Source: an optimization exercise on an open RTL-to-GDS flow (aim: small area, a short achievable clock period and few clock cycles). Production flows keep margins and buffers that such runs may drop. Function was not checked in any run shown here: the RTL went through the layout flow alone. No activity file was given, so power comes from the tool's default toggle rates.

[flow/run.sh]
#!/bin/bash
# synth_recipe.tcl (not shown) runs the flow's synth.tcl, then flattens the netlist and writes it again
# the make line also repeats each setting of config.mk as NAME=value (left out here)
make -C /OpenROAD-flow-scripts/flow DESIGN_CONFIG=/design/flow/config.mk WORK_HOME=/design/flow/orfs CLKGATE_MAP_FILE= SYNTH_SCRIPT=/design/flow/synth_recipe.tcl finish
[flow/constraint.sdc]
create_clock -name core_clock -period 8.0 [get_ports {clk}]
set_input_delay 1.6000 -clock core_clock [delete_from_list [all_inputs] [get_ports {clk}]]
set_output_delay 1.6000 -clock core_clock [all_outputs]
set_load 0.01 [all_outputs]
[flow/config.mk]
export PLATFORM = sky130hd
export DESIGN_NAME = dem_decoder
export DESIGN_NICKNAME = dem_decoder
export VERILOG_FILES = /design/flow/design.v
export SDC_FILE = /design/flow/constraint.sdc
export NUM_CORES = 4
export LEC_CHECK = 0
export CAP_MARGIN = 20
export CORE_MARGIN = 2
export CORE_UTILIZATION = 40
export SLEW_MARGIN = 20
[flow/design.v]
module dem_decoder (
    input  wire        clk,
    input  wire        rst,         
    input  wire        start,
    input  wire [15:0] in_len,      
    input  wire [15:0] out_cap,     
    output wire        busy,
    output reg         done,
    output wire        fail,
    output wire [15:0] out_len,     
    input  wire        in_valid,
    input  wire [31:0] in_data,
    output wire        in_ready,
    output wire        out_valid,
    output wire [31:0] out_data,
    input  wire        out_ready
);
    localparam [2:0] T_OUT  = 3'd0, T_ZERO = 3'd1, T_D4  = 3'd2, T_D8  = 3'd3,
                     T_D12  = 3'd4, T_D16  = 3'd5, T_D24 = 3'd6, T_D32 = 3'd7;
    localparam [1:0] S_IDLE = 2'd0, S_RUN = 2'd1, S_FIN = 2'd2;
    reg  [1:0]  state;
    reg  [15:0] rem;         
    reg  [13:0] capw;        
    reg  [13:0] outw;        
    reg         bad;         
    reg  [2:0]  rtype;       
    reg  [8:0]  rcnt;        
    reg         ph;          
    reg         chk;         
    reg         ov;          
    reg         oflag;       
    reg  [31:0] prev;        
    reg  [31:0] A, B;
    reg         Av, Bv;
    reg  [1:0]  p;
    reg  [31:0] W;           
    always @(*) begin
        case (p)
            2'd0:    W = A;
            2'd1:    W = {B[7:0],  A[31:8]};
            2'd2:    W = {B[15:0], A[31:16]};
            default: W = {B[23:0], A[31:24]};
        endcase
    end
    wire ge2 = Av & (Bv | (p != 2'd3));
    wire ge3 = Av & (Bv | ~p[1]);
    wire ge4 = Av & (Bv | (p == 2'd0));
    wire run      = (state == S_RUN);
    wire is_delta = rtype[2] | rtype[1];
    wire last     = (rcnt == 9'd1);
    wire in_rec   = (rcnt != 9'd0);
    reg [31:0] delta;
    reg        sentinel;
    reg        fneed;        
    reg [2:0]  fc;           
    reg        mrg;          
    always @(*) begin
        delta    = 32'd0;
        sentinel = 1'b0;
        fneed    = 1'b1;
        fc       = 3'd0;
        mrg      = 1'b1;
        case (rtype)
            T_D4: begin
                if (ph) begin
                    delta    = {{28{W[7]}}, W[7:4]};
                    sentinel = (W[7:4] == 4'h8);
                end else begin
                    delta    = {{28{W[3]}}, W[3:0]};
                    sentinel = (W[3:0] == 4'h8);
                end
                fneed = Av;
                fc    = {2'b00, ph | last};
            end
            T_D8: begin
                delta    = {{24{W[7]}}, W[7:0]};
                sentinel = (W[7:0] == 8'h80);
                fneed    = Av;
                fc       = 3'd1;
            end
            T_D12: begin
                if (ph) begin
                    delta    = {{20{W[15]}}, W[15:4]};
                    sentinel = (W[15:4] == 12'h800);
                end else begin
                    delta    = {{20{W[11]}}, W[11:0]};
                    sentinel = (W[11:0] == 12'h800);
                end
                fneed = ge2;
                fc    = (ph | last) ? 3'd2 : 3'd1;
            end
            T_D16: begin
                delta    = {{16{W[15]}}, W[15:0]};
                sentinel = (W[15:0] == 16'h8000);
                fneed    = ge2;
                fc       = 3'd2;
            end
            T_D24: begin
                delta    = {{8{W[23]}}, W[23:0]};
                sentinel = (W[23:0] == 24'h80_0000);
                fneed    = ge3;
                fc       = 3'd3;
                mrg      = 1'b0;
            end
            T_D32: begin
                delta    = W;
                sentinel = (W == 32'h8000_0000);
                fneed    = ge4;
                fc       = 3'd4;
                mrg      = 1'b0;
            end
            default: ;
        endcase
    end
    wire [31:0] sum  = prev + delta;
    wire        oget = ~ov | out_ready;                  
    wire        emit = run & in_rec & fneed & oget;
    wire        hdr_try = run & (~in_rec | (emit & last & mrg));
    wire [1:0]  k       = in_rec ? fc[1:0] : 2'd0;
    reg  [7:0]  H, E;
    reg         hav1, hav2;                              
    always @(*) begin
        case (k)
            2'd0:    begin H = W[7:0];   E = W[15:8];  hav1 = Av;  hav2 = ge2; end
            2'd1:    begin H = W[15:8];  E = W[23:16]; hav1 = ge2; hav2 = ge3; end
            default: begin H = W[23:16]; E = W[31:24]; hav1 = ge3; hav2 = ge4; end
        endcase
    end
    wire z0 = (rem == 16'd0);
    wire z1 = (rem == 16'd1);
    wire z2 = (rem == 16'd2);
    wire z3 = (rem == 16'd3);
    reg  rend, rone;                                     
    always @(*) begin
        case (k)
            2'd0:    begin rend = z0; rone = z1; end
            2'd1:    begin rend = z1; rone = z2; end
            default: begin rend = z2; rone = z3; end
        endcase
    end
    wire        hext   = (H[4:0] == 5'd0);
    wire        s_end  = hdr_try & rend;                 
    wire        s_miss = hdr_try & ~rend & hav1 & hext & rone;  
    wire        h_ok   = hdr_try & ~rend & hav1 & (~hext | (~rone & hav2));
    wire [8:0]  h_n    = hext ? ({1'b0, E} + 9'd32) : {4'd0, H[4:0]};
    wire [2:0]  c = (emit ? fc : 3'd0) + (h_ok ? {1'b0, hext, ~hext} : 3'd0);
    reg [10:0] payload;
    always @(*) begin
        case (rtype)
            T_D4:    payload = ({2'd0, rcnt} + 11'd1) >> 1;
            T_D8:    payload = {2'd0, rcnt};
            T_D12:   payload = ({2'd0, rcnt} * 11'd3 + 11'd1) >> 1;
            T_D16:   payload = {1'b0, rcnt, 1'b0};
            T_D24:   payload = {2'd0, rcnt} * 11'd3;
            T_D32:   payload = {rcnt, 2'b00};
            default: payload = 11'd0;
        endcase
    end
    wire [14:0] osum   = {1'b0, outw} + {6'd0, rcnt};
    wire        c_bad  = chk & ((payload > rem) | (osum > {1'b0, capw}));
    assign busy      = (state != S_IDLE);
    assign in_ready  = run & ~Bv;
    assign out_valid = ov;
    assign out_data  = oflag ? 32'h8000_0000 : prev;
    assign fail      = bad;
    assign out_len   = bad ? 16'd0 : {outw, 2'b00};
    wire [2:0] pc = {1'b0, p} + c;
    always @(posedge clk) begin
        if (in_ready && in_valid) begin
            B  <= in_data;
            Bv <= 1'b1;
        end
        if (!Av || pc[2]) begin
            if (Bv) begin
                A  <= B;
                Av <= 1'b1;
                Bv <= 1'b0;
                p  <= Av ? pc[1:0] : 2'd0;
            end else begin
                Av <= 1'b0;
                p  <= 2'd0;
            end
        end else begin
            p <= pc[1:0];
        end
        rem <= rem - {13'd0, c};
        if (emit) begin
            ov    <= 1'b1;
            oflag <= (rtype == T_OUT) | (is_delta & sentinel);
            if (is_delta && !sentinel)
                prev <= sum;
            rcnt  <= rcnt - 9'd1;
            ph    <= ~ph;
        end else if (oget) begin
            ov <= 1'b0;
        end
        chk <= h_ok;
        if (h_ok) begin
            rtype <= H[7:5];
            rcnt  <= h_n;
            ph    <= 1'b0;
        end
        if (chk && !c_bad)
            outw <= osum[13:0];
        done <= 1'b0;
        case (state)
            S_IDLE: begin
                if (start) begin
                    rem   <= in_len;
                    capw  <= out_cap[15:2];
                    outw  <= 14'd0;
                    prev  <= 32'd0;
                    bad   <= 1'b0;
                    rcnt  <= 9'd0;
                    chk   <= 1'b0;
                    Av    <= 1'b0;
                    Bv    <= 1'b0;
                    p     <= 2'd0;
                    state <= S_RUN;
                end
            end
            S_RUN: begin
                if (c_bad || s_miss) begin
                    bad   <= 1'b1;
                    state <= S_FIN;
                end else if (s_end) begin
                    state <= S_FIN;
                end
            end
            default: begin
                if (oget) begin
                    ov    <= 1'b0;
                    done  <= 1'b1;
                    state <= S_IDLE;
                end
            end
        endcase
        if (rst) begin
            state <= S_IDLE;
            done  <= 1'b0;
            ov    <= 1'b0;
            Bv    <= 1'b0;
        end
    end
endmodule
==> metrics.md, run 1 <==
| Metric | Value |
|---|---|
| Cell row count | 64 |
| Die H | 179.6 um |
| Power share of the combinational group | a little under half |
| Mean area per synthesized cell | 9.157 um^2 |
| Peak supply drop | 162.5 uV |
| Switching pwr | 1.510 mW |
| Pre-Repair DR Iteration Count | 5 |
| Hold Buf Count CTS | 0 |
| Final min period | 6.629 ns |
| Design Power | about 3.6 mW |
| Via density | 5.547 |
| Flop pwr share | around a third |
| Die Span X | 179.6 um |
| Share of Yosys cell area claimed by the top area cell type | 20.21% |
| R2r endpoint | rem[14] |
| CTS tree | yes |
| Slew @ Worst Pin | 0.9576 ns |
| Die Footprint | about 32000 um^2 |
| Post-CTS Resized | 0 |
| Critical Path End Type | flip-flop |
| Yosys cell types | 87 |
| Post-CTS setup buffer count | 0 |
| Cell family with most CP delay | simple AND/OR/NAND/NOR gates |
| Setup TNS | 0 ns |
| Largest net degree at the start of global routing | 57 |
| Fin util | between 40% and 50% |
| Crit-path cells | inv_1 -> ha_1 -> and4b_1 -> a2111oi_0 -> or2_0 -> a211oi_1 -> a32o_1 -> a211oi_1 -> nand2_1 -> fa_1 -> xnor2_1 -> ha_1 -> inv_1 -> o21ai_0 -> nor3_1 -> nand2_1 -> nor4_1 -> xnor2_1 -> o21ai_0 |
| Worst-skew pair later-pin latency | 0.45 ns |
| Initial antenna violation count | 0 |
| GPL Wtd Cong | 0.8940 |
| CP peak stage delay | 0.73 ns |
| CP max FO | 14 |
| FMAX | 150.8 MHz |
| Int Pwr | ~2.1 mW |
| WHS | between 0.4 and 0.5 ns |
| ANT cells | 0 |
| P&R area growth vs syn | 16.92% |
| Yosys top cell by area | edfxtp_1 |
| Post-DP HPWL | 24.23 mm |
| Async S/R FF share, synth | 0% |
| Reg2reg start | rcnt[2] |
| Avg WL per Cell | 17.32 um |
| Hold path endpoint | A[27] |
| CTS clk-pin slew, worst paths | 0.08 ns |
| Max-Cap Viols | 0 |
| Worst Path Buf+Inv | 2 |
| Share of layout cells above drive strength 1 | 6.552% |
| H-tree depth | 4 |
| CTS Buf Count | 17 |
| Clk buf depth | 2 |
| Setup Skew | 0.01935 ns |
| Final setup fails | 0 |
| Final antenna-violating net count | 0 |
| Power share of the clock group | a little under a quarter |
| Post-Route WL | around 32 mm |
| Syn Inst Count | 1347 |
| Power Density | 248.5 nW/um^2 |
| CTS sink cnt | 164 |
| Switching Fraction | between 40% and 50% |
| Worst EP required | 8.30 ns |
| Crit path DAT | 6.93 ns |
| Final Net Count | around 1.6k |
| Seq/Total Area, Yosys | between 30 and 40% |
| # IOs | 122 |
| Status | complete, no violations |
| FF-to-FF setup slack | 1.37 ns |
| CTS root buf | clkbuf_16 |
| Total number of vias | ~10k |
| Drt drc | 0 |
| Initial core utilization | 40.43% |
| Final Hold Viols | 0 |
| Mapped cell area | around 12000 um^2 |
| Startpoint type of the worst setup path | flip-flop |
| Synth Warn # | 1 |
| I/O Buffers | 117 |
| Min-delay worst type | reg2reg |
| CP max-delay cell | a2111oi_0 |
| Hold_sp | B[27] |
| Tot GR Track Use | 19.81% |
| Synth area leaders | edfxtp_1 20%, dfxtp_1 13%, ha_1 9.5%, mux2i_1 5.7%, mux4_2 4.7% |
| EDFF count, synth | 83 |
| Yosys reg bits | about 160 |
| RSZ-0062 raised after global routing | false |
| Hold path cells | 0 |
| Top_reg_cell synth | edfxtp_1 |
| Remaining global-route overflow | 0 |
| Worst Reg-to-Reg Cells | 19 |
| Number of global-route vias before repair | roughly 9.7k |
| First-pass GRT wire length | 52.06 mm |
| Final Max Tran Viols | 0 |
| DR iter-0 viols | 766 |
| Kind of critical path | reg2reg |
| Core box area | about 31000 um^2 |
| Rel. slew slack | 35.93% |
| Tcrit/Tclk final | just over 80% |
| Leakage | 5.538 nW |
==> per-layer routing <==
layer / up-vias / GRT usage (%) / share of wire, %
met3: 19 / 3.505 / 5.6
met5: - / 0 / 0
met4: 0 / 5.106 / 1.0
met1: 4801 / 29.22 / 50
li1: 5117 / - / -
met2: 302 / 29.87 / 43
==> Yosys cell counts (5+ instances only) <==
library cell / number
nor2_1: 130
nand2_1: 103
ha_1: 94
edfxtp_1: 83
dfxtp_1: 81
o21ai_0: 81
a21oi_1: 78
inv_1: 75
mux2i_1: 70
nor2b_1: 57
xnor2_1: 55
nand3_1: 34
clkbuf_1: 30
nor3_1: 29
mux4_2: 26
xor2_1: 25
a21o_1: 23
a211oi_1: 20
o22ai_1: 15
nand2b_1: 14
buf_2: 13
o211ai_1: 12
nand4_1: 11
and3_1: 10
a22oi_1: 9
a31oi_1: 9
nor4_1: 9
mux2_2: 8
or3_1: 8
buf_4: 7
fa_1: 6
o31ai_1: 6
a2111oi_0: 5
a21boi_0: 5
a221oi_1: 5
a222oi_1: 5
and2_1: 5
o21a_1: 5
o21bai_1: 5
==> kinds of logic (layout without fill, tap and decap cells) <==
logic type / count (synthesis) / after routing / share of synthesized area, %
buffers and inverters: 138 / 240 / 4.798
AND/OR/NAND/NOR: 442 / 442 / 17.61
flip-flops: 164 / 164 / 33.35
adder cells (fa/ha/maj): 100 / 100 / 10.51
XOR/XNOR: 80 / 80 / 5.681
multiplexers: 104 / 104 / 11.16
AO/OA/AOI/OAI: 318 / 318 / 16.86
other: 1 / 2 / 0.03040
==> registers in the layout, indices dropped and copies added (netlist names), 2 cells and up, named ones only <==
name	cells
prev	32
rtype	3
A	32
B	32
p	2
state	2
rcnt	9
rem	16
capw	14
outw	14
==> stage by stage <==
| stage | cells | cell area, um^2 | setup slack, ns |
|---|---|---|---|
| 5_1_grt | 1846 | 14420 | 0.8273 |
| 2_1_floorplan | 1348 | 12340 | 1.122 |
| 4_1_cts | 1845 | 14390 | 1.458 |
| 6_report | 1846 | 14420 | 1.371 |
| 3_3_place_gp | 1813 | 13810 | 1.593 |
| 3_5_place_dp | 1813 | 13810 | 1.474 |
==> how the worst max path moves through the flow <==
stage,from,cells past startpoint,to,slack (ns)
after floorplan,rcnt[2],17,A[0],1.12
after global placement,rcnt[2],19,rem[14],1.59
after detailed placement,rcnt[7],19,rem[14],1.47
after CTS,rcnt[2],19,rem[14],1.46
after global routing,rcnt[2],19,rem[14],0.83
final,rcnt[2],19,rem[14],1.37
==> power by group through the flow <==
stage / sequential (mW) / combinational (mW) / clock (mW)
2_1_floorplan: 1.08 / 1.28 / 0
3_3_place_gp: 1.15 / 1.58 / 0
3_5_place_dp: 1.15 / 1.60 / 0
4_1_cts: 1.14 / 1.61 / 0.842
5_1_grt: 1.15 / 1.81 / 0.874
6_report: 1.14 / 1.63 / 0.816
==> area by class of cell <==
class	instances	area (um^2)
fill	2945	16090
multi-input combinational	1046	7652
sequential	164	4116
timing repair buffer	129	1281
tap	396	495.5
clock buffer	17	425.4
inverter	79	296.5
clock inverter	15	153.9
==> cell usage in the layout, fill, tap and decap left out, drive strengths merged, types with 8 or more instances in the layout <==
cell type      instances
nor2                 130
clkdlybuf4s50        117
nand2                103
ha                    94
inv                   87
edfxtp                83
o21ai                 81
dfxtp                 81
a21oi                 78
mux2i                 70
nor2b                 57
xnor2                 55
nand3                 34
nor3                  30
mux4                  26
xor2                  25
a21o                  23
a211oi                21
clkbuf                17
o22ai                 15
nand2b                14
o211ai                12
nand4                 12
buf                   12
and3                  10
nor4                  10
a22oi                  9
a31oi                  9
or3                    8
mux2                   8
==> run 2, diff against run 1 <==
--- a/flow/design.v
+++ b/flow/design.v
@@ -26,7 +26,6 @@
     reg  [2:0]  rtype;       
     reg  [8:0]  rcnt;        
     reg         ph;          
-    reg         chk;         
     reg         ov;          
     reg         oflag;       
     reg  [31:0] prev;        
@@ -49,15 +48,21 @@
     wire is_delta = rtype[2] | rtype[1];
     wire last     = (rcnt == 9'd1);
     wire in_rec   = (rcnt != 9'd0);
+    wire z0 = (rem == 16'd0);
+    wire z1 = (rem == 16'd1);
+    wire z2 = (rem == 16'd2);
+    wire z3 = (rem == 16'd3);
     reg [31:0] delta;
     reg        sentinel;
     reg        fneed;        
+    reg        fpast;        
     reg [2:0]  fc;           
     reg        mrg;          
     always @(*) begin
         delta    = 32'd0;
         sentinel = 1'b0;
         fneed    = 1'b1;
+        fpast    = 1'b0;
         fc       = 3'd0;
         mrg      = 1'b1;
         case (rtype)
@@ -70,12 +75,14 @@
                     sentinel = (W[3:0] == 4'h8);
                 end
                 fneed = Av;
+                fpast = z0;
                 fc    = {2'b00, ph | last};
             end
             T_D8: begin
                 delta    = {{24{W[7]}}, W[7:0]};
                 sentinel = (W[7:0] == 8'h80);
                 fneed    = Av;
+                fpast    = z0;
                 fc       = 3'd1;
             end
             T_D12: begin
@@ -87,18 +94,21 @@
                     sentinel = (W[11:0] == 12'h800);
                 end
                 fneed = ge2;
+                fpast = z0 | z1;
                 fc    = (ph | last) ? 3'd2 : 3'd1;
             end
             T_D16: begin
                 delta    = {{16{W[15]}}, W[15:0]};
                 sentinel = (W[15:0] == 16'h8000);
                 fneed    = ge2;
+                fpast    = z0 | z1;
                 fc       = 3'd2;
             end
             T_D24: begin
                 delta    = {{8{W[23]}}, W[23:0]};
                 sentinel = (W[23:0] == 24'h80_0000);
                 fneed    = ge3;
+                fpast    = z0 | z1 | z2;
                 fc       = 3'd3;
                 mrg      = 1'b0;
             end
@@ -106,6 +116,7 @@
                 delta    = W;
                 sentinel = (W == 32'h8000_0000);
                 fneed    = ge4;
+                fpast    = z0 | z1 | z2 | z3;
                 fc       = 3'd4;
                 mrg      = 1'b0;
             end
@@ -114,7 +125,8 @@
     end
     wire [31:0] sum  = prev + delta;
     wire        oget = ~ov | out_ready;                  
-    wire        emit = run & in_rec & fneed & oget;
+    wire        w_bad = run & in_rec & (fpast | (outw == capw));
+    wire        emit  = run & in_rec & ~w_bad & fneed & oget;
     wire        hdr_try = run & (~in_rec | (emit & last & mrg));
     wire [1:0]  k       = in_rec ? fc[1:0] : 2'd0;
     reg  [7:0]  H, E;
@@ -126,10 +138,6 @@
             default: begin H = W[23:16]; E = W[31:24]; hav1 = ge3; hav2 = ge4; end
         endcase
     end
-    wire z0 = (rem == 16'd0);
-    wire z1 = (rem == 16'd1);
-    wire z2 = (rem == 16'd2);
-    wire z3 = (rem == 16'd3);
     reg  rend, rone;                                     
     always @(*) begin
         case (k)
@@ -144,20 +152,6 @@
     wire        h_ok   = hdr_try & ~rend & hav1 & (~hext | (~rone & hav2));
     wire [8:0]  h_n    = hext ? ({1'b0, E} + 9'd32) : {4'd0, H[4:0]};
     wire [2:0]  c = (emit ? fc : 3'd0) + (h_ok ? {1'b0, hext, ~hext} : 3'd0);
-    reg [10:0] payload;
-    always @(*) begin
-        case (rtype)
-            T_D4:    payload = ({2'd0, rcnt} + 11'd1) >> 1;
-            T_D8:    payload = {2'd0, rcnt};
-            T_D12:   payload = ({2'd0, rcnt} * 11'd3 + 11'd1) >> 1;
-            T_D16:   payload = {1'b0, rcnt, 1'b0};
-            T_D24:   payload = {2'd0, rcnt} * 11'd3;
-            T_D32:   payload = {rcnt, 2'b00};
-            default: payload = 11'd0;
-        endcase
-    end
-    wire [14:0] osum   = {1'b0, outw} + {6'd0, rcnt};
-    wire        c_bad  = chk & ((payload > rem) | (osum > {1'b0, capw}));
     assign busy      = (state != S_IDLE);
     assign in_ready  = run & ~Bv;
     assign out_valid = ov;
@@ -191,17 +185,15 @@
                 prev <= sum;
             rcnt  <= rcnt - 9'd1;
             ph    <= ~ph;
+            outw  <= outw + 14'd1;
         end else if (oget) begin
             ov <= 1'b0;
         end
-        chk <= h_ok;
         if (h_ok) begin
             rtype <= H[7:5];
             rcnt  <= h_n;
             ph    <= 1'b0;
         end
-        if (chk && !c_bad)
-            outw <= osum[13:0];
         done <= 1'b0;
         case (state)
             S_IDLE: begin
@@ -212,7 +204,6 @@
                     prev  <= 32'd0;
                     bad   <= 1'b0;
                     rcnt  <= 9'd0;
-                    chk   <= 1'b0;
                     Av    <= 1'b0;
                     Bv    <= 1'b0;
                     p     <= 2'd0;
@@ -220,7 +211,7 @@
                 end
             end
             S_RUN: begin
-                if (c_bad || s_miss) begin
+                if (w_bad || s_miss) begin
                     bad   <= 1'b1;
                     state <= S_FIN;
                 end else if (s_end) begin
==> metrics.md, run 2 <==
| Metric | Value |
|---|---|
| Status | complete, no violations (unchanged) |
| Power share of the clock group | 33.3% (was 22.8%) |
| Fin area | 12430 um^2 (was 14420 um^2) |
| Hold Buf Count CTS | 0 (unchanged) |
| Synth Warn # | 1 (unchanged) |
| CTS tree | yes (unchanged) |
| EDFF count, synth | 83 (unchanged) |
| # IOs | 122 (unchanged) |
| Final min period | 5.897 ns (was 6.629 ns) |
| Yosys top cell by area | edfxtp_1 (unchanged) |
| Placed Instance Area | 11810 um^2 (was 13810 um^2) |
| Critical Path End Type | flip-flop (unchanged) |
| Switching Fraction | 33.65% (was 42.14%) |
| Initial antenna violation count | 0 (unchanged) |
| Rel. slew slack | 42.75% (was 35.93%) |
| Largest registers | A x32, B x32, prev x32 (unchanged) |
| Setup TNS | 0 ns (unchanged) |
| DR iter-0 viols | 671 (was 766) |
| Total number of vias | 8445 (was 10.24k) |
| Hold path cells | 0 (unchanged) |
| Number of global-route vias before repair | 7932 (was 9739) |
| Slew @ Worst Pin | 0.8576 ns (was 0.9576 ns) |
| Peak supply drop | 150.2 uV (was 162.5 uV) |
| Synth top cells by count | 127 x nor2_1, 95 x nand2_1, 83 x edfxtp_1, 80 x dfxtp_1, 68 x a21oi_1 (was 130 x nor2_1, 103 x nand2_1, 94 x ha_1, 83 x edfxtp_1) |
| H-tree depth | 4 (unchanged) |
| Clk buf depth | 2 (unchanged) |
| Power Density | 195.2 nW/um^2 (was 248.5 nW/um^2) |
| Initial core utilization | 40.98% (was 40.43%) |
| Seq/Total Area, Yosys | 39.44% (was 33.35%) |
| Drt drc | 0 (unchanged) |
| Mapped cell area | 10380 um^2 (was 12330 um^2) |
| GPL Wtd Cong | 0.9156 (was 0.8940) |
| Async S/R FF share, synth | 0% (unchanged) |
| Post-CTS Resized | 0 (unchanged) |
| Mean area per synthesized cell | 9.497 um^2 (was 9.157 um^2) |
| Syn Inst Count | 1093 (was 1347) |
| CTS Buf Count | 17 (unchanged) |
| Share of Yosys cell area claimed by the top area cell type | 24.01% (was 20.21%) |
| Tcrit/Tclk final | 73.71% (was 82.87%) |
| Startpoint type of the worst setup path | flip-flop (unchanged) |
| Worst EP required | 8.30 ns (about the same) |
| Share of layout cells above drive strength 1 | 8.000% (was 6.552%) |
| CP max FO | 23 (was 14) |
| Cell row count | 58 (was 64) |
| Tot GR Track Use | 19.86% (was 19.81%) |
| CTS sink cnt | 163 (was 164) |
| P&R area growth vs syn | 19.71% (was 16.92%) |
| Die Footprint | 27250 um^2 (was 32260 um^2) |
| RSZ-0062 raised after global routing | false (unchanged) |
| Worst-skew pair later-pin latency | 0.45 ns (about the same) |
| Die H | 165.1 um (was 179.6 um) |
| Switching pwr | 0.8161 mW (was 1.510 mW) |
| Pre-Repair DR Iteration Count | 5 (unchanged) |
| Leakage | 4.526 nW (was 5.538 nW) |
| Post-CTS setup buffer count | 0 (unchanged) |
| Via density | 5.520 (was 5.547) |
| Avg WL per Cell | 17.34 um (was 17.32 um) |
| Commonest non-fill, non-tap cell in the layout | nor2_1 (unchanged) |
| Final Max Tran Viols | 0 (unchanged) |
| Post-DP HPWL | 19.60 mm (was 24.23 mm) |
| Crit path DAT | 6.19 ns (was 6.93 ns) |
| Most common cell in the netlist | nor2_1 (unchanged) |
| Int Pwr | 1.609 mW (was 2.073 mW) |
| Power share of the combinational group | 25.0% (was 45.5%) |
| Setup Skew | 0.01202 ns (was 0.01935 ns) |
| First-pass GRT wire length | 42.30 mm (was 52.06 mm) |
| Flop pwr share | 41.7% (was 31.7%) |
| Final setup fails | 0 (unchanged) |
| Post-Route WL | 26.53 mm (was 31.98 mm) |
| Die Span X | 165.1 um (was 179.6 um) |
| Largest net degree at the start of global routing | 52 (was 57) |
| CTS clk-pin slew, worst paths | 0.07 ns (was 0.08 ns) |
| Top_reg_cell synth | edfxtp_1 (unchanged) |
| I/O Buffers | 117 (unchanged) |
| Max-Cap Viols | 0 (unchanged) |
| Synth area leaders | edfxtp_1 24%, dfxtp_1 15%, mux4_2 6.9%, ha_1 4.9%, nor2_1 4.6% (was edfxtp_1 20%, dfxtp_1 13%, ha_1 9.5%, mux2i_1 5.7%, mux4_2 4.7%) |
| FMAX | 169.6 MHz (was 150.8 MHz) |
| Final Hold Viols | 0 (unchanged) |
| Most frequent cells in the layout | 127 x nor2_1, 117 x clkdlybuf4s50_1, 95 x nand2_1 (was 130 x nor2_1, 117 x clkdlybuf4s50_1, 103 x nand2_1) |
| Kind of critical path | reg2reg (unchanged) |
| Min-delay worst type | reg2reg (unchanged) |
| Yosys cell types | 77 (was 87) |
| Remaining global-route overflow | 0 (unchanged) |
| CTS root buf | clkbuf_16 (unchanged) |
| Core box area | 25330 um^2 (was 30510 um^2) |
| ANT cells | 0 (unchanged) |
| Yosys reg bits | 163 (was 164) |
| Final Net Count | 1301 (was 1606) |
| Worst Reg-to-Reg Cells | 17 (was 19) |
| Final antenna-violating net count | 0 (unchanged) |
## run 2: changes by cell type in the layout (fill, tap and decap cells not counted), moves of 10 or more
cell	delta
ha_1	-53
mux2i_1	-45
inv_1	-40
o21ai_0	-29
nand3_1	-17
a211oi_1	-11
a21oi_1	-10
## run 2: per-layer routing
metal	vias up	track usage, %	wire length, um
met5	-	0	0
met4	0	6.601	638
met3	44	3.946	1219
met2	209	30.97	12070
met1	3983	27.67	12600
li1	4209	-	-
## run 2: logic make-up after synthesis
| logic type | share of synthesized area (%) |
|---|---|
| simple gates | 20.06 |
| compound gates | 15.24 |
| flops | 39.44 |
| buf+inv | 3.713 |
| xor+xnor | 5.906 |
| mux | 9.896 |
| fa+ha+maj | 5.714 |
| other cells | 0.03613 |
## run 2: critical path, stage by stage (launching register included)
cell and delay, ns:
edfxtp_1 0.73, and2_1 0.42, o21ai_0 0.12, o21ai_0 0.13, a2111oi_0 0.71, a41o_1 0.28
nor3b_1 0.53, nand3_1 0.37, fa_1 0.51, xnor2_1 0.30, ha_1 0.33, inv_1 0.06
o21ai_0 0.16, nor3_1 0.40, nand2_1 0.17, nor4_1 0.28, xnor2_1 0.16, o21ai_0 0.08
## run 2: final timing paths
kind | startpoint | slack [ns] | to
worst min register to register | B[28] | 0.42 | A[28]
worst max register to register | rtype[2] | 2.10 | rem[14]
worst max-delay path | rtype[2] | 2.10 | rem[14]
worst min-delay path | B[28] | 0.42 | A[28]
## run 2: cell type report
class	count	area [um^2]
clock buffers	17	425.4
clock inverters	15	150.1
fillers	2373	12900
inverters	40	150.1
multi-input cells	838	5916
flip-flops and latches	163	4098
well taps	330	412.9
repair buffers	127	1274
## run 2: power by group through the flow
stage | combinational (mW) | sequential [mW] | clock (mW)
after floorplan | 0.451 | 0.999 | 0
after global placement | 0.592 | 1.03 | 0
after detailed placement | 0.595 | 1.03 | 0
after CTS | 0.598 | 1.01 | 0.824
after global routing | 0.667 | 1.02 | 0.864
final | 0.607 | 1.01 | 0.807
## run 2: per-stage QoR
| stage | total power [mW] | setup slack, ns | instances | hold WS, ns | utilization (%) |
|---|---|---|---|---|---|
| final | 2.425 | 2.103 | 1530 | 0.4185 | 49.06 |
| after CTS | 2.434 | 2.149 | 1528 | 0.4204 | 48.88 |
| after detailed placement | 1.626 | 2.097 | 1496 | 0.4045 | 46.61 |
| after floorplan | 1.450 | 1.222 | 1094 | 0.4003 | - |
| after global routing | 2.551 | 1.371 | 1530 | 0.4263 | 49.06 |
| after global placement | 1.622 | 2.152 | 1496 | 0.4033 | 46.61 |
==> run 3, diff against run 2 <==
--- a/flow/design.v
+++ b/flow/design.v
@@ -20,11 +20,14 @@
     localparam [1:0] S_IDLE = 2'd0, S_RUN = 2'd1, S_FIN = 2'd2;
     reg  [1:0]  state;
     reg  [15:0] rem;         
+    reg  [2:0]  c_r;         
     reg  [13:0] capw;        
     reg  [13:0] outw;        
     reg         bad;         
     reg  [2:0]  rtype;       
     reg  [8:0]  rcnt;        
+    reg         last;        
+    reg         lenp;        
     reg         ph;          
     reg         ov;          
     reg         oflag;       
@@ -46,12 +49,14 @@
     wire ge4 = Av & (Bv | (p == 2'd0));
     wire run      = (state == S_RUN);
     wire is_delta = rtype[2] | rtype[1];
-    wire last     = (rcnt == 9'd1);
     wire in_rec   = (rcnt != 9'd0);
-    wire z0 = (rem == 16'd0);
-    wire z1 = (rem == 16'd1);
-    wire z2 = (rem == 16'd2);
-    wire z3 = (rem == 16'd3);
+    wire       rhz = (rem[15:3] == 13'd0);
+    wire [7:0] req = {8{rhz}} & (8'd1 << rem[2:0]);
+    wire [7:0] rsh = req >> c_r;
+    wire z0 = rsh[0];
+    wire z1 = rsh[1];
+    wire z2 = rsh[2];
+    wire z3 = rsh[3];
     reg [31:0] delta;
     reg        sentinel;
     reg        fneed;        
@@ -127,31 +132,24 @@
     wire        oget = ~ov | out_ready;                  
     wire        w_bad = run & in_rec & (fpast | (outw == capw));
     wire        emit  = run & in_rec & ~w_bad & fneed & oget;
-    wire        hdr_try = run & (~in_rec | (emit & last & mrg));
+    wire        hmode   = run & ~in_rec;
+    wire        hdr_try = (hmode & ~lenp) | (emit & last & mrg);
     wire [1:0]  k       = in_rec ? fc[1:0] : 2'd0;
-    reg  [7:0]  H, E;
-    reg         hav1, hav2;                              
+    reg  [7:0]  H;
+    reg         hav, rend;                               
     always @(*) begin
         case (k)
-            2'd0:    begin H = W[7:0];   E = W[15:8];  hav1 = Av;  hav2 = ge2; end
-            2'd1:    begin H = W[15:8];  E = W[23:16]; hav1 = ge2; hav2 = ge3; end
-            default: begin H = W[23:16]; E = W[31:24]; hav1 = ge3; hav2 = ge4; end
-        endcase
-    end
-    reg  rend, rone;                                     
-    always @(*) begin
-        case (k)
-            2'd0:    begin rend = z0; rone = z1; end
-            2'd1:    begin rend = z1; rone = z2; end
-            default: begin rend = z2; rone = z3; end
+            2'd0:    begin H = W[7:0];   hav = Av;  rend = z0; end
+            2'd1:    begin H = W[15:8];  hav = ge2; rend = z1; end
+            default: begin H = W[23:16]; hav = ge3; rend = z2; end
         endcase
     end
     wire        hext   = (H[4:0] == 5'd0);
     wire        s_end  = hdr_try & rend;                 
-    wire        s_miss = hdr_try & ~rend & hav1 & hext & rone;  
-    wire        h_ok   = hdr_try & ~rend & hav1 & (~hext | (~rone & hav2));
-    wire [8:0]  h_n    = hext ? ({1'b0, E} + 9'd32) : {4'd0, H[4:0]};
-    wire [2:0]  c = (emit ? fc : 3'd0) + (h_ok ? {1'b0, hext, ~hext} : 3'd0);
+    wire        h_ok   = hdr_try & ~rend & hav;
+    wire        l_miss = hmode & lenp & z0;              
+    wire        l_ok   = hmode & lenp & ~z0 & Av;
+    wire [2:0]  c = (emit ? fc : 3'd0) + {2'd0, h_ok | l_ok};
     assign busy      = (state != S_IDLE);
     assign in_ready  = run & ~Bv;
     assign out_valid = ov;
@@ -177,13 +175,15 @@
         end else begin
             p <= pc[1:0];
         end
-        rem <= rem - {13'd0, c};
+        rem <= rem - {13'd0, c_r};
+        c_r <= c;
         if (emit) begin
             ov    <= 1'b1;
             oflag <= (rtype == T_OUT) | (is_delta & sentinel);
             if (is_delta && !sentinel)
                 prev <= sum;
             rcnt  <= rcnt - 9'd1;
+            last  <= (rcnt == 9'd2);
             ph    <= ~ph;
             outw  <= outw + 14'd1;
         end else if (oget) begin
@@ -191,14 +191,25 @@
         end
         if (h_ok) begin
             rtype <= H[7:5];
-            rcnt  <= h_n;
+            lenp  <= hext;
             ph    <= 1'b0;
+            if (!hext) begin
+                rcnt <= {4'd0, H[4:0]};
+                last <= (H[4:0] == 5'd1);
+            end
+        end
+        if (l_ok) begin
+            rcnt <= {1'b0, W[7:0]} + 9'd32;
+            last <= 1'b0;
+            lenp <= 1'b0;
         end
         done <= 1'b0;
         case (state)
             S_IDLE: begin
                 if (start) begin
                     rem   <= in_len;
+                    c_r   <= 3'd0;
+                    lenp  <= 1'b0;
                     capw  <= out_cap[15:2];
                     outw  <= 14'd0;
                     prev  <= 32'd0;
@@ -211,7 +222,7 @@
                 end
             end
             S_RUN: begin
-                if (w_bad || s_miss) begin
+                if (w_bad || l_miss) begin
                     bad   <= 1'b1;
                     state <= S_FIN;
                 end else if (s_end) begin
==> metrics.md, run 3 <==
| Metric | Value |
|---|---|
| First-pass GRT wire length | 44.07 mm (was 42.30 mm) |
| Post-CTS Resized | 0 (unchanged) |
| Int Pwr | 1.747 mW (was 1.609 mW) |
| Final Max Tran Viols | 0 (unchanged) |
| CTS root buf | clkbuf_16 (unchanged) |
| Largest net degree at the start of global routing | 79 (was 52) |
| Slew @ Worst Pin | 1.035 ns (was 0.8576 ns) |
| CP max FO | 32 (was 23) |
| Die H | 167.7 um (was 165.1 um) |
| WHS | 0.4200 ns (was 0.4185 ns) |
| Mean area per synthesized cell | 9.653 um^2 (was 9.497 um^2) |
| Largest registers | A x32, B x32, prev x32 (unchanged) |
| Switching pwr | 0.9547 mW (was 0.8161 mW) |
| DR iter-0 viols | 550 (was 671) |
| Worst Reg-to-Reg Cells | 12 (was 17) |
| Seq/Total Area, Yosys | 39.14% (was 39.44%) |
| Flop pwr share | 39.9% (was 41.7%) |
| FF-to-FF setup slack | 2.52 ns (was 2.10 ns) |
| Clk buf depth | 2 (unchanged) |
| Min-delay worst type | reg2reg (unchanged) |
| ANT cells | 0 (unchanged) |
| DP Cell Count | 1515 (was 1496) |
| CTS clk-pin slew, worst paths | 0.07 ns (about the same) |
| CTS Buf Count | 17 (unchanged) |
| Hold path endpoint | A[26] (was A[28]) |
| CTS tree | yes (unchanged) |
| Final min period | 5.477 ns (was 5.897 ns) |
| RSZ-0062 raised after global routing | false (unchanged) |
| GPL Wtd Cong | 0.9160 (was 0.9156) |
| Tcrit/Tclk final | 68.46% (was 73.71%) |
| Peak supply drop | 168.9 uV (was 150.2 uV) |
| Final antenna-violating net count | 0 (unchanged) |
| Worst EP required | 8.05 ns (was 8.30 ns) |
| FMAX | 182.6 MHz (was 169.6 MHz) |
| Synth top cells by count | 92 x nor2_1, 85 x dfxtp_1, 83 x edfxtp_1, 79 x nand2_1, 57 x a21oi_1 (was 127 x nor2_1, 95 x nand2_1, 83 x edfxtp_1, 80 x dfxtp_1, 68 x a21oi_1) |
| Hold Buf Count CTS | 0 (unchanged) |
| Total number of vias | 8743 (was 8445) |
| Initial antenna violation count | 0 (unchanged) |
| Syn Inst Count | 1110 (was 1093) |
| Switching Fraction | 35.34% (was 33.65%) |
| Crit-path cells | or4_4 -> or4_4 -> nor3b_1 -> nand2b_1 -> or2_2 -> a21oi_1 -> ha_1 -> ha_1 -> inv_1 -> fa_1 -> xor3_1 -> a21boi_4 (was and2_1 -> o21ai_0 -> o21ai_0 -> a2111oi_0 -> a41o_1 -> nor3b_1 -> nand3_1 -> fa_1 -> xnor2_1 -> ha_1 -> inv_1 -> o21ai_0 -> nor3_1 -> nand2_1 -> nor4_1 -> xnor2_1 -> o21ai_0) |
| Pre-Repair DR Iteration Count | 6 (was 5) |
| Async S/R FF share, synth | 0% (unchanged) |
| Power Density | 213.5 nW/um^2 (was 195.2 nW/um^2) |
| Setup TNS | 0 ns (unchanged) |
| Power share of the combinational group | 29.2% (was 25.0%) |
| Cell row count | 59 (was 58) |
| # IOs | 122 (unchanged) |
| Most frequent cells in the layout | 117 x clkdlybuf4s50_1, 92 x nor2_1, 84 x dfxtp_1 (was 127 x nor2_1, 117 x clkdlybuf4s50_1, 95 x nand2_1) |
| Drt drc | 0 (unchanged) |
| Yosys reg bits | 168 (was 163) |
| Setup Skew | 0.009938 ns (was 0.01202 ns) |
| Commonest non-fill, non-tap cell in the layout | clkdlybuf4s50_1 (was nor2_1) |
| Synth area leaders | edfxtp_1 23%, dfxtp_1 16%, mux4_2 5.5%, ha_1 4.8%, xnor2_1 4.2% (was edfxtp_1 24%, dfxtp_1 15%, mux4_2 6.9%, ha_1 4.9%, nor2_1 4.6%) |
| CTS sink cnt | 168 (was 163) |
| Worst-skew pair later-pin latency | 0.44 ns (was 0.45 ns) |
| Hold path cells | 0 (unchanged) |
| Core box area | 26210 um^2 (was 25330 um^2) |
| Fin area | 12650 um^2 (was 12430 um^2) |
| Tot GR Track Use | 19.50% (was 19.86%) |
| CP peak stage delay | 0.83 ns (was 0.73 ns) |
| Hold_sp | B[26] (was B[28]) |
| Startpoint type of the worst setup path | flip-flop (unchanged) |
| Final Hold Viols | 0 (unchanged) |
| Crit path DAT | 5.53 ns (was 6.19 ns) |
| Leakage | 4.778 nW (was 4.526 nW) |
| H-tree depth | 4 (unchanged) |
| Most common cell in the netlist | nor2_1 (unchanged) |
| Mapped cell area | 10720 um^2 (was 10380 um^2) |
| Kind of critical path | reg2reg (unchanged) |
| CP max-delay cell | a21boi_4 (was edfxtp_1) |
| Placed Instance Area | 12070 um^2 (was 11810 um^2) |
| Max-Cap Viols | 0 (unchanged) |
| EDFF count, synth | 83 (unchanged) |
| Post-Route WL | 27.14 mm (was 26.53 mm) |
| Power share of the clock group | 30.9% (was 33.3%) |
| Share of layout cells above drive strength 1 | 8.498% (was 8.000%) |
| Status | complete, no violations (unchanged) |
| R2r endpoint | A[27] (was rem[14]) |
| P&R area growth vs syn | 18.10% (was 19.71%) |
| Synth Warn # | 1 (unchanged) |
| Reg2reg start | rem[5] (was rtype[2]) |
| Final cell count without fillers | 1547 (was 1530) |
| Die Span X | 167.7 um (was 165.1 um) |
| Final setup fails | 0 (unchanged) |
| Via density | 5.652 (was 5.520) |
| Initial core utilization | 40.89% (was 40.98%) |
| Post-CTS setup buffer count | 0 (unchanged) |
| Rel. slew slack | 30.85% (was 42.75%) |
| Yosys top cell by area | edfxtp_1 (unchanged) |
| Final Net Count | 1312 (was 1301) |
| Die Footprint | 28110 um^2 (was 27250 um^2) |
| Number of global-route vias before repair | 8459 (was 7932) |
| Remaining global-route overflow | 0 (unchanged) |
| Avg WL per Cell | 17.54 um (was 17.34 um) |
| I/O Buffers | 117 (unchanged) |
| Share of Yosys cell area claimed by the top area cell type | 23.26% (was 24.01%) |
| Critical Path End Type | flip-flop (unchanged) |
| Post-DP HPWL | 19.91 mm (was 19.60 mm) |
| Yosys cell types | 81 (was 77) |
| Top_reg_cell synth | dfxtp_1 (was edfxtp_1) |
[run 3: cell types whose count changed in the layout (fill, tap and decap cells not counted), sizes merged, moves of 11 or more]
| cell | previous run | this run |
|---|---|---|
| a21oi | 68 | 57 |
| mux2i | 25 | 41 |
| nand2 | 95 | 79 |
| nand3 | 18 | 40 |
| nor2 | 127 | 93 |
[run 3: final cells by class]
cell class	instances	area [um^2]
Timing Repair Buffer	125	1231
Sequential cell	168	4195
Clock inverter	15	156.4
Tap cell	335	419.2
Inverter	39	146.4
Clock buffer	17	425.4
Multi-Input combinational cell	848	6081
Fill cell	2458	13550
[run 3: layer usage]
| metal | track usage (%) | vias to the layer above | share of wire, % |
|---|---|---|---|
| li1 | - | 4273 | - |
| met1 | 27.12 | 4133 | 47 |
| met2 | 31.16 | 307 | 45 |
| met3 | 3.593 | 30 | 5.9 |
| met4 | 5.558 | 0 | 1.7 |
| met5 | 0.1739 | - | 0 |
[run 3: worst max-delay path: cells and delay by family (launching register included)]
| family | cells | cell delay [ns] |
|---|---|---|
| AO/OA/AOI/OAI | 2 | 0.92 |
| XOR/XNOR | 1 | 0.45 |
| adder cells (fa/ha/maj) | 3 | 0.88 |
| buffers and inverters | 1 | 0.06 |
| flip-flops | 1 | 0.36 |
| AND/OR/NAND/NOR | 5 | 2.39 |
[run 3: cell families (layout without fill, tap and decap cells)]
| group | Yosys count | count (layout) | share of synthesized area [%] |
|---|---|---|---|
| AND/OR/NAND/NOR | 416 | 416 | 20.19 |
| AO/OA/AOI/OAI | 235 | 235 | 14.48 |
| flip-flops | 168 | 168 | 39.14 |
| buffers and inverters | 95 | 196 | 4.297 |
| multiplexers | 76 | 76 | 10.24 |
| XOR/XNOR | 75 | 75 | 6.270 |
| adder cells (fa/ha/maj) | 44 | 44 | 5.348 |
| other | 1 | 2 | 0.03500 |
[run 3: power by group through the flow]
stage,sequential [mW],clock [mW],combinational [mW]
after floorplan,1.05,0,0.593
after global placement,1.09,0,0.769
after detailed placement,1.10,0,0.774
after CTS,1.08,0.853,0.779
after global routing,1.09,0.885,0.870
final,1.08,0.836,0.788
[run 3: worst max path at each step]
stage | startpoint | endpoint | slack [ns] | cells after the start
floorplan | rem[5] | A[0] | 1.29 | 16
global placement | out_ready | A[24] | 2.19 | 12
detailed placement | out_ready | A[25] | 2.15 | 12
CTS | rem[5] | A[27] | 2.47 | 12
global route | rem[5] | A[0] | 2.16 | 14
finish | rem[5] | A[27] | 2.52 | 12
[run 3: metrics by stage]
step | total power, mW | util, % | setup WS [ns]
after floorplan | 1.645 | - | 1.289
after global placement | 1.862 | 46.05 | 2.193
after detailed placement | 1.870 | 46.05 | 2.153
after CTS | 2.709 | 48.27 | 2.471
after global routing | 2.845 | 48.29 | 2.162
final | 2.701 | 48.29 | 2.523
==> run 4, diff against run 3 <==
--- a/flow/design.v
+++ b/flow/design.v
@@ -21,8 +21,10 @@
     reg  [1:0]  state;
     reg  [15:0] rem;         
     reg  [2:0]  c_r;         
-    reg  [13:0] capw;        
+    reg  [13:0] capr;        
+    reg         capz;        
     reg  [13:0] outw;        
+    reg         rhz;         
     reg         bad;         
     reg  [2:0]  rtype;       
     reg  [8:0]  rcnt;        
@@ -50,7 +52,6 @@
     wire run      = (state == S_RUN);
     wire is_delta = rtype[2] | rtype[1];
     wire in_rec   = (rcnt != 9'd0);
-    wire       rhz = (rem[15:3] == 13'd0);
     wire [7:0] req = {8{rhz}} & (8'd1 << rem[2:0]);
     wire [7:0] rsh = req >> c_r;
     wire z0 = rsh[0];
@@ -130,7 +131,7 @@
     end
     wire [31:0] sum  = prev + delta;
     wire        oget = ~ov | out_ready;                  
-    wire        w_bad = run & in_rec & (fpast | (outw == capw));
+    wire        w_bad = run & in_rec & (fpast | capz);
     wire        emit  = run & in_rec & ~w_bad & fneed & oget;
     wire        hmode   = run & ~in_rec;
     wire        hdr_try = (hmode & ~lenp) | (emit & last & mrg);
@@ -156,7 +157,8 @@
     assign out_data  = oflag ? 32'h8000_0000 : prev;
     assign fail      = bad;
     assign out_len   = bad ? 16'd0 : {outw, 2'b00};
-    wire [2:0] pc = {1'b0, p} + c;
+    wire [2:0]  pc    = {1'b0, p} + c;
+    wire [15:0] rem_n = rem - {13'd0, c_r};
     always @(posedge clk) begin
         if (in_ready && in_valid) begin
             B  <= in_data;
@@ -175,7 +177,9 @@
         end else begin
             p <= pc[1:0];
         end
-        rem <= rem - {13'd0, c_r};
+        rem <= rem_n;
+        rhz <= (rem_n[15:3] == 13'd0);
+        capz <= emit ? (capr == 14'd1) : (capr == 14'd0);
         c_r <= c;
         if (emit) begin
             ov    <= 1'b1;
@@ -186,6 +190,7 @@
             last  <= (rcnt == 9'd2);
             ph    <= ~ph;
             outw  <= outw + 14'd1;
+            capr  <= capr - 14'd1;
         end else if (oget) begin
             ov <= 1'b0;
         end
@@ -210,7 +215,9 @@
                     rem   <= in_len;
                     c_r   <= 3'd0;
                     lenp  <= 1'b0;
-                    capw  <= out_cap[15:2];
+                    capr  <= out_cap[15:2];
+                    capz  <= (out_cap[15:2] == 14'd0);
+                    rhz   <= (in_len[15:3] == 13'd0);
                     outw  <= 14'd0;
                     prev  <= 32'd0;
                     bad   <= 1'b0;
==> metrics.md, run 4 <==
| Metric | Value |
|---|---|
| Mapped cell area | 10790 um^2 (was 10720 um^2) |
| Core box area | 26730 um^2 (was 26210 um^2) |
| Worst-skew pair later-pin latency | 0.44 ns (about the same) |
| CTS tree | yes (unchanged) |
| DP Worst Slack | 1.947 ns (was 2.153 ns) |
| Setup Skew | 0.01311 ns (was 0.009938 ns) |
| Final cell count without fillers | 1612 (was 1547) |
| Cell row count | 60 (was 59) |
| Min-delay worst type | reg2reg (unchanged) |
| Tcrit/Tclk final | 69.37% (was 68.46%) |
| Number of global-route vias before repair | 8329 (was 8459) |
| Initial core utilization | 40.36% (was 40.89%) |
| WHS | 0.4220 ns (was 0.4200 ns) |
| Total number of vias | 8957 (was 8743) |
| RSZ-0062 raised after global routing | false (unchanged) |
| Reg2reg start | p[0] (was rem[5]) |
| Largest registers | A x32, B x32, prev x32 (unchanged) |
| Final Max Tran Viols | 0 (unchanged) |
| Final min period | 5.549 ns (was 5.477 ns) |
| Reg area | 4095 um^2 (was 4195 um^2) |
| FMAX | 180.2 MHz (was 182.6 MHz) |
| Die Span X | 168.2 um (was 167.7 um) |
| Syn Inst Count | 1167 (was 1110) |
| First-pass GRT wire length | 43.19 mm (was 44.07 mm) |
| Kind of critical path | in2reg (was reg2reg) |
| Final setup fails | 0 (unchanged) |
| Post-CTS Resized | 0 (unchanged) |
| Final Hold Viols | 0 (unchanged) |
| Yosys reg bits | 170 (was 168) |
| Top_reg_cell synth | dfxtp_1 (unchanged) |
| Async S/R FF share, synth | 0% (unchanged) |
| Remaining global-route overflow | 0 (unchanged) |
| Setup WS post-layout | 2.451 ns (was 2.523 ns) |
| Drt drc | 0 (unchanged) |
| Placed Instance Area | 12200 um^2 (was 12070 um^2) |
| Leakage | 4.931 nW (was 4.778 nW) |
| Yosys cell types | 78 (was 81) |
| Setup TNS | 0 ns (unchanged) |
| Synth Warn # | 1 (unchanged) |
| CTS Buf Count | 17 (unchanged) |
| Via density | 5.556 (was 5.652) |
| Crit path DAT | 5.65 ns (was 5.53 ns) |
| Avg WL per Cell | 16.61 um (was 17.54 um) |
| Share of Yosys cell area claimed by the top area cell type | 19.21% (was 23.26%) |
| CTS root buf | clkbuf_16 (unchanged) |
| ANT cells | 0 (unchanged) |
| Post-Route WL | 26.78 mm (was 27.14 mm) |
| P&R area growth vs syn | 18.65% (was 18.10%) |
| # IOs | 122 (unchanged) |
| Largest net degree at the start of global routing | 54 (was 79) |
| Post-CTS setup buffer count | 0 (unchanged) |
| Post-DP HPWL | 19.64 mm (was 19.91 mm) |
| Startpoint type of the worst setup path | input pin (was flip-flop) |
| CTS clk-pin slew, worst paths | 0.07 ns (about the same) |
| Die Footprint | 28290 um^2 (was 28110 um^2) |
| Synth top cells by count | 110 x nor2_1, 104 x nand2_1, 101 x dfxtp_1, 69 x edfxtp_1, 61 x o21ai_0 (was 92 x nor2_1, 85 x dfxtp_1, 83 x edfxtp_1, 79 x nand2_1, 57 x a21oi_1) |
| Final antenna-violating net count | 0 (unchanged) |
| Most used routing layer | met2 (unchanged) |
| CP peak stage delay | 0.74 ns (was 0.83 ns) |
| # fillers | 2532 (was 2458) |
| Commonest non-fill, non-tap cell in the layout | clkdlybuf4s50_1 (unchanged) |
| Rel. slew slack | 28.11% (was 30.85%) |
| Worst setup path start | out_ready (was rem[5]) |
| Met2 GRT Util | 28.04% (was 31.16%) |
| Fin util | 47.88% (was 48.29%) |
| GR Layer Usage met1 | 26.99% (was 27.12%) |
| Status | complete, no violations (unchanged) |
| Max-Cap Viols | 0 (unchanged) |
| Power Density | 274.2 nW/um^2 (was 213.5 nW/um^2) |
| Clk buf depth | 2 (unchanged) |
| Worst EP required | 8.10 ns (was 8.05 ns) |
| Hold_sp | B[27] (was B[26]) |
| Die H | 168.2 um (was 167.7 um) |
| CP max FO | 32 (unchanged) |
| Met3 usage | 4.960% (was 3.593%) |
| Share of layout cells above drive strength 1 | 7.474% (was 8.498%) |
| Footprint of the multi-input gates | 6297 um^2 (was 6081 um^2) |
| Synth area leaders | edfxtp_1 19%, dfxtp_1 19%, mux4_2 6.3%, ha_1 5.0%, nor2_1 3.8% (was edfxtp_1 23%, dfxtp_1 16%, mux4_2 5.5%, ha_1 4.8%, xnor2_1 4.2%) |
| I/O Buffers | 117 (unchanged) |
| Initial antenna violation count | 0 (unchanged) |
| Most frequent cells in the layout | 117 x clkdlybuf4s50_1, 110 x nor2_1, 104 x nand2_1 (was 117 x clkdlybuf4s50_1, 92 x nor2_1, 84 x dfxtp_1) |
| DR iter-0 viols | 666 (was 550) |
| Seq/Total Area, Yosys | 37.96% (was 39.14%) |
| Mean area per synthesized cell | 9.242 um^2 (was 9.653 um^2) |
| Yosys top cell by area | edfxtp_1 (unchanged) |
| Peak supply drop | 149.0 uV (was 168.9 uV) |
| H-tree depth | 4 (unchanged) |
| Fin area | 12800 um^2 (was 12650 um^2) |
| Final Net Count | 1373 (was 1312) |
| Slew @ Worst Pin | 1.070 ns (was 1.035 ns) |
| CTS sink cnt | 170 (was 168) |
| Tot GR Track Use | 18.89% (was 19.50%) |
| Design Power | 3.509 mW (was 2.701 mW) |
| Critical Path End Type | flip-flop (unchanged) |
| EDFF count, synth | 69 (was 83) |
| CP max-delay cell | or4b_1 (was a21boi_4) |
| Crit-path cells | clkdlybuf4s50_1 -> nor2b_1 -> or4b_1 -> or4b_1 -> clkinv_2 -> and2_1 -> ha_1 -> inv_1 -> fa_1 -> xor3_1 -> and2_1 -> nor2b_2 -> buf_4 (was or4_4 -> or4_4 -> nor3b_1 -> nand2b_1 -> or2_2 -> a21oi_1 -> ha_1 -> ha_1 -> inv_1 -> fa_1 -> xor3_1 -> a21boi_4) |
| DP Cell Count | 1579 (was 1515) |
| Hold Buf Count CTS | 0 (unchanged) |
| Pre-Repair DR Iteration Count | 5 (was 6) |
| GPL Wtd Cong | 0.9242 (was 0.9160) |
| Most common cell in the netlist | nor2_1 (unchanged) |
==> run 4: changes by cell type after synthesis, moves of 8 or more <==
cell	before	now
nor4_1	13	27
edfxtp_1	83	69
nand2_1	79	104
o21ai_1	0	12
nand3_1	39	29
mux2i_1	41	33
nor2_1	92	110
dfxtp_1	85	101
==> run 4: worst paths after layout <==
path | end | slack (ns) | cells after the start
hold / removal | A[27] | 0.42 | 0
hold reg to reg | A[27] | 0.42 | 0
setup reg to reg | prev[31] | 2.59 | 15
setup / recovery | A[24] | 2.45 | 13
==> run 4: report_power, final <==
group	internal, mW	switching (mW)
Sequential	1.12	0.206
Clock	0.427	0.409
Combinational	0.558	0.784
==> run 4: cell type report <==
class                      count  area share [%]
clock buffer                  18           3.432
inverter                      37           1.095
tap                          341           3.334
timing repair buffer         127           9.797
multi-input combinational    905           49.21
clock inverter                14           1.134
sequential                   170           32.00
==> run 4: kinds of logic after synthesis <==
kind of cell,after synthesis,share of synthesized area [%]
adder cells (fa/ha/maj),46,5.545
buffers and inverters,93,3.898
other,1,0.03477
AND/OR/NAND/NOR,467,22.18
XOR/XNOR,76,6.311
AO/OA/AOI/OAI,248,14.43
multiplexers,66,9.640
flip-flops,170,37.96
==> run 4: critical path: cells and delay by family <==
kind,cells,cell delay [ns]
xor+xnor,1,0.37
fa+ha+maj,2,0.53
buf+inv,4,1.30
simple gates,6,1.79
==> run 4: metal layers <==
metal,wire (um),vias to the layer above
met3,1804,36
met1,12990,4165
met5,0,-
met2,11520,277
met4,460,0
li1,-,4479
==> run 5, diff against run 4 <==
--- a/flow/config.mk
+++ b/flow/config.mk
@@ -8,4 +8,5 @@
 export CAP_MARGIN = 20
 export CORE_MARGIN = 2
 export CORE_UTILIZATION = 40
+export SETUP_SLACK_MARGIN = 3
 export SLEW_MARGIN = 20
==> metrics.md, run 5 <==
| Metric | Value |
|---|---|
| Final setup fails | 0 (unchanged) |
| CP max FO | 27 (was 32) |
| Worst EP required | 8.15 ns (was 8.10 ns) |
| Async S/R FF share, synth | 0% (unchanged) |
| First-pass GRT wire length | 43.97 mm (was 43.19 mm) |
| CTS tree | yes (unchanged) |
| Mapped cell area | 10790 um^2 (unchanged) |
| CTS root buf | clkbuf_16 (unchanged) |
| Final min period | 4.854 ns (was 5.549 ns) |
| # fillers | 2566 (was 2532) |
| Kind of critical path | in2reg (unchanged) |
| RSZ-0062 raised after global routing | true (was false) |
| Core box area | 26730 um^2 (unchanged) |
| Max-Cap Viols | 0 (unchanged) |
| Post-Route WL | 27.33 mm (was 26.78 mm) |
| DR iter-0 viols | 669 (was 666) |
| ANT cells | 0 (unchanged) |
| Placed Instance Area | 12200 um^2 (about the same) |
| Largest registers | A x32, B x32, prev x32 (unchanged) |
| Post-DP HPWL | 19.64 mm (about the same) |
| Largest net degree at the start of global routing | 54 (unchanged) |
| Most frequent cells in the layout | 117 x clkdlybuf4s50_1, 109 x nor2_1, 104 x nand2_1 (was 117 x clkdlybuf4s50_1, 110 x nor2_1, 104 x nand2_1) |
| Fin area | 12950 um^2 (was 12800 um^2) |
| Synth area leaders | edfxtp_1 19%, dfxtp_1 19%, mux4_2 6.3%, ha_1 5.0%, nor2_1 3.8% (unchanged) |
| Min-delay worst type | reg2reg (unchanged) |
| Top_reg_cell synth | dfxtp_1 (unchanged) |
| Synth top cells by count | 110 x nor2_1, 104 x nand2_1, 101 x dfxtp_1, 69 x edfxtp_1, 61 x o21ai_0 (unchanged) |
| Slew @ Worst Pin | 1.017 ns (was 1.070 ns) |
| Rel. slew slack | 32.22% (was 28.11%) |
| H-tree depth | 4 (unchanged) |
| P&R area growth vs syn | 20.05% (was 18.65%) |
| Power Density | 275.1 nW/um^2 (was 274.2 nW/um^2) |
| Post-Route M1 WL | 12.72 mm (was 12.99 mm) |
| Total number of vias | 9044 (was 8957) |
| Highest metal used | met4 (unchanged) |
| Cell row count | 60 (unchanged) |
| Clk buf depth | 2 (unchanged) |
| Final Net Count | 1378 (was 1373) |
| Setup Skew | 0.01326 ns (was 0.01311 ns) |
| Final antenna-violating net count | 0 (unchanged) |
| Fin util | 48.45% (was 47.88%) |
| Yosys reg bits | 170 (unchanged) |
| Tcrit/Tclk final | 60.68% (was 69.37%) |
| FMAX | 206.0 MHz (was 180.2 MHz) |
| # IOs | 122 (unchanged) |
| Remaining global-route overflow | 0 (unchanged) |
| GPL Wtd Cong | 0.9395 (was 0.9242) |
| Startpoint type of the worst setup path | input pin (unchanged) |
| DR WL met3 | 2.056 mm (was 1.804 mm) |
| Setup TNS | 0 ns (unchanged) |
| Die H | 168.2 um (unchanged) |
| Drt drc | 0 (unchanged) |
| Initial core utilization | 40.36% (unchanged) |
| Leakage | 4.975 nW (was 4.931 nW) |
| Metal2 WL | 12.02 mm (was 11.52 mm) |
| Mean area per synthesized cell | 9.242 um^2 (unchanged) |
| Hold Buf Count CTS | 0 (unchanged) |
| Pre-Repair DR Iteration Count | 5 (unchanged) |
| Peak supply drop | 152.0 uV (was 149.0 uV) |
| Yosys cell types | 78 (unchanged) |
| Synth Warn # | 1 (unchanged) |
| Worst-skew pair later-pin latency | 0.44 ns (about the same) |
| Via density | 5.593 (was 5.556) |
| Design Power | 3.562 mW (was 3.509 mW) |
| Die Footprint | 28290 um^2 (unchanged) |
| CTS sink cnt | 170 (unchanged) |
| Syn Inst Count | 1167 (unchanged) |
| Commonest non-fill, non-tap cell in the layout | clkdlybuf4s50_1 (unchanged) |
| Reg area | 4099 um^2 (was 4095 um^2) |
| Seq/Total Area, Yosys | 37.96% (unchanged) |
| Initial antenna violation count | 0 (unchanged) |
| Critical Path End Type | flip-flop (unchanged) |
| Share of Yosys cell area claimed by the top area cell type | 19.21% (unchanged) |
| Status | complete, no violations (unchanged) |
| Final Max Tran Viols | 0 (unchanged) |
| I/O Buffers | 117 (unchanged) |
| CTS Buf Count | 17 (unchanged) |
| Final Hold Viols | 0 (unchanged) |
| Number of global-route vias before repair | 8431 (was 8329) |
| Footprint of the multi-input gates | 6340 um^2 (was 6297 um^2) |
| EDFF count, synth | 69 (unchanged) |
| Die Span X | 168.2 um (unchanged) |
| Yosys top cell by area | edfxtp_1 (unchanged) |
| Tot GR Track Use | 19.26% (was 18.89%) |
| CTS clk-pin slew, worst paths | 0.07 ns (about the same) |
| Crit path DAT | 5.00 ns (was 5.65 ns) |
| Most common cell in the netlist | nor2_1 (unchanged) |
| Avg WL per Cell | 16.90 um (was 16.61 um) |
| Share of layout cells above drive strength 1 | 8.386% (was 7.474%) |
[run 5: cell count changes in the layout (fill, tap and decap cells not counted), sizes merged]
cell	delta
bufinv	+2
clkinvlp	+1
buf	+4
clkinv	-1
inv	-2
nor2b	+1
[run 5: critical path, cell delays in order]
cell	delay, ns
clkdlybuf4s50_1	0.47
nor2b_2	0.07
or4b_1	0.47
or4b_4	0.64
clkinv_4	0.24
and2_1	0.17
ha_1	0.13
inv_1	0.06
fa_1	0.39
xor3_1	0.20
and2_4	0.20
nor2b_4	0.18
buf_12	0.15
[run 5: cell families (layout without fill, tap and decap cells)]
family,Yosys count,after routing,synth area share [%]
AND/OR/NAND/NOR,467,468,22.18
AO/OA/AOI/OAI,248,248,14.43
flip-flops,170,170,37.96
buffers and inverters,93,200,3.898
XOR/XNOR,76,76,6.311
multiplexers,66,66,9.640
adder cells (fa/ha/maj),46,46,5.545
other,1,2,0.03477
[run 5: final timing paths]
kind                                 from  endpoint  slack, ns  cells after the start
worst max register to register       p[1]  prev[31]       3.19                     16
worst max-delay path            out_ready     A[30]       3.15                     13
worst min register to register      B[25]     A[25]       0.42                      0
worst min-delay path                B[25]     A[25]       0.42                      0
[run 5: power by group]
group | switching, mW | total, mW | internal [mW]
clock | 0.387 | 0.864 | 0.477
sequential | 0.208 | 1.33 | 1.12
combinational | 0.793 | 1.37 | 0.573
total | 1.39 | 3.56 | 2.17
[run 5: metrics by stage]
stage                     setup slack [ns]  hold slack [ns]  cells
final                                3.146           0.4168   1617
after global routing                 2.957           0.4273   1617
after CTS                            3.078           0.4161   1615
after detailed placement             1.993           0.4056   1579
after global placement               1.992           0.4044   1579
after floorplan                      3.057           0.4003   1168
[run 5: layout make-up]
| class | instances | area share (%) |
|---|---|---|
| multi-input cells | 906 | 48.97 |
| flip-flops and latches | 170 | 31.66 |
| repair buffers | 131 | 10.36 |
| clock buffers | 18 | 3.392 |
| well taps | 341 | 3.295 |
| clock inverters | 14 | 1.218 |
| inverters | 37 | 1.111 |
[run 5: metal layers]
metal,track usage (%),vias up
met4,5.735,0
met2,29.31,299
met5,0,-
li1,-,4483
met3,4.725,40
met1,27.12,4222
[run 5: timing repair]
action	4_1_cts	5_1_grt
endpoints found under the hold margin	0	0
setup buffers	3	1
resized for setup	9	6
gates cloned	1	0
endpoints found under the setup margin	42	37

==> afterwards: timing with drivers on the ports <==
The results above use ideal ports. As a check the final layouts listed here were re-extracted and re-timed, cells and wires unchanged. Step 1 (the two cells are an assumption about what drives the block):
set clk [get_ports {clk}]
set_driving_cell -lib_cell sky130_fd_sc_hd__clkbuf_16 $clk
set_driving_cell -lib_cell sky130_fd_sc_hd__buf_2 [delete_from_list [all_inputs] $clk]
Step 2 adds t to the input delays and takes it off the output delays; t is the mean of the earliest and latest rising clock arrival at the registers after step 1. Input paths then give back, and output paths get back, about the clock's delay inside the block. Three values: no drivers, after step 1, after step 2; two values: the first two.
run	t, ns	slack for setup (ns)	worst setup path after step 2
run 1	0.493	1.371 / 1.371 / 1.371	register to register
run 2	0.488	2.103 / 2.103 / 2.058	input to register
run 3	0.480	2.523 / 2.523 / 2.176	input to register
run 4	0.484	2.451 / 2.476 / 1.991	input to register
run 5	0.477	3.146 / 3.171 / 2.694	input to register
After both steps every run listed still meets setup and hold. For run 4, which loses most, drivers alone change the setup slack by +0.025 ns; drivers and shift together by -0.460 ns.
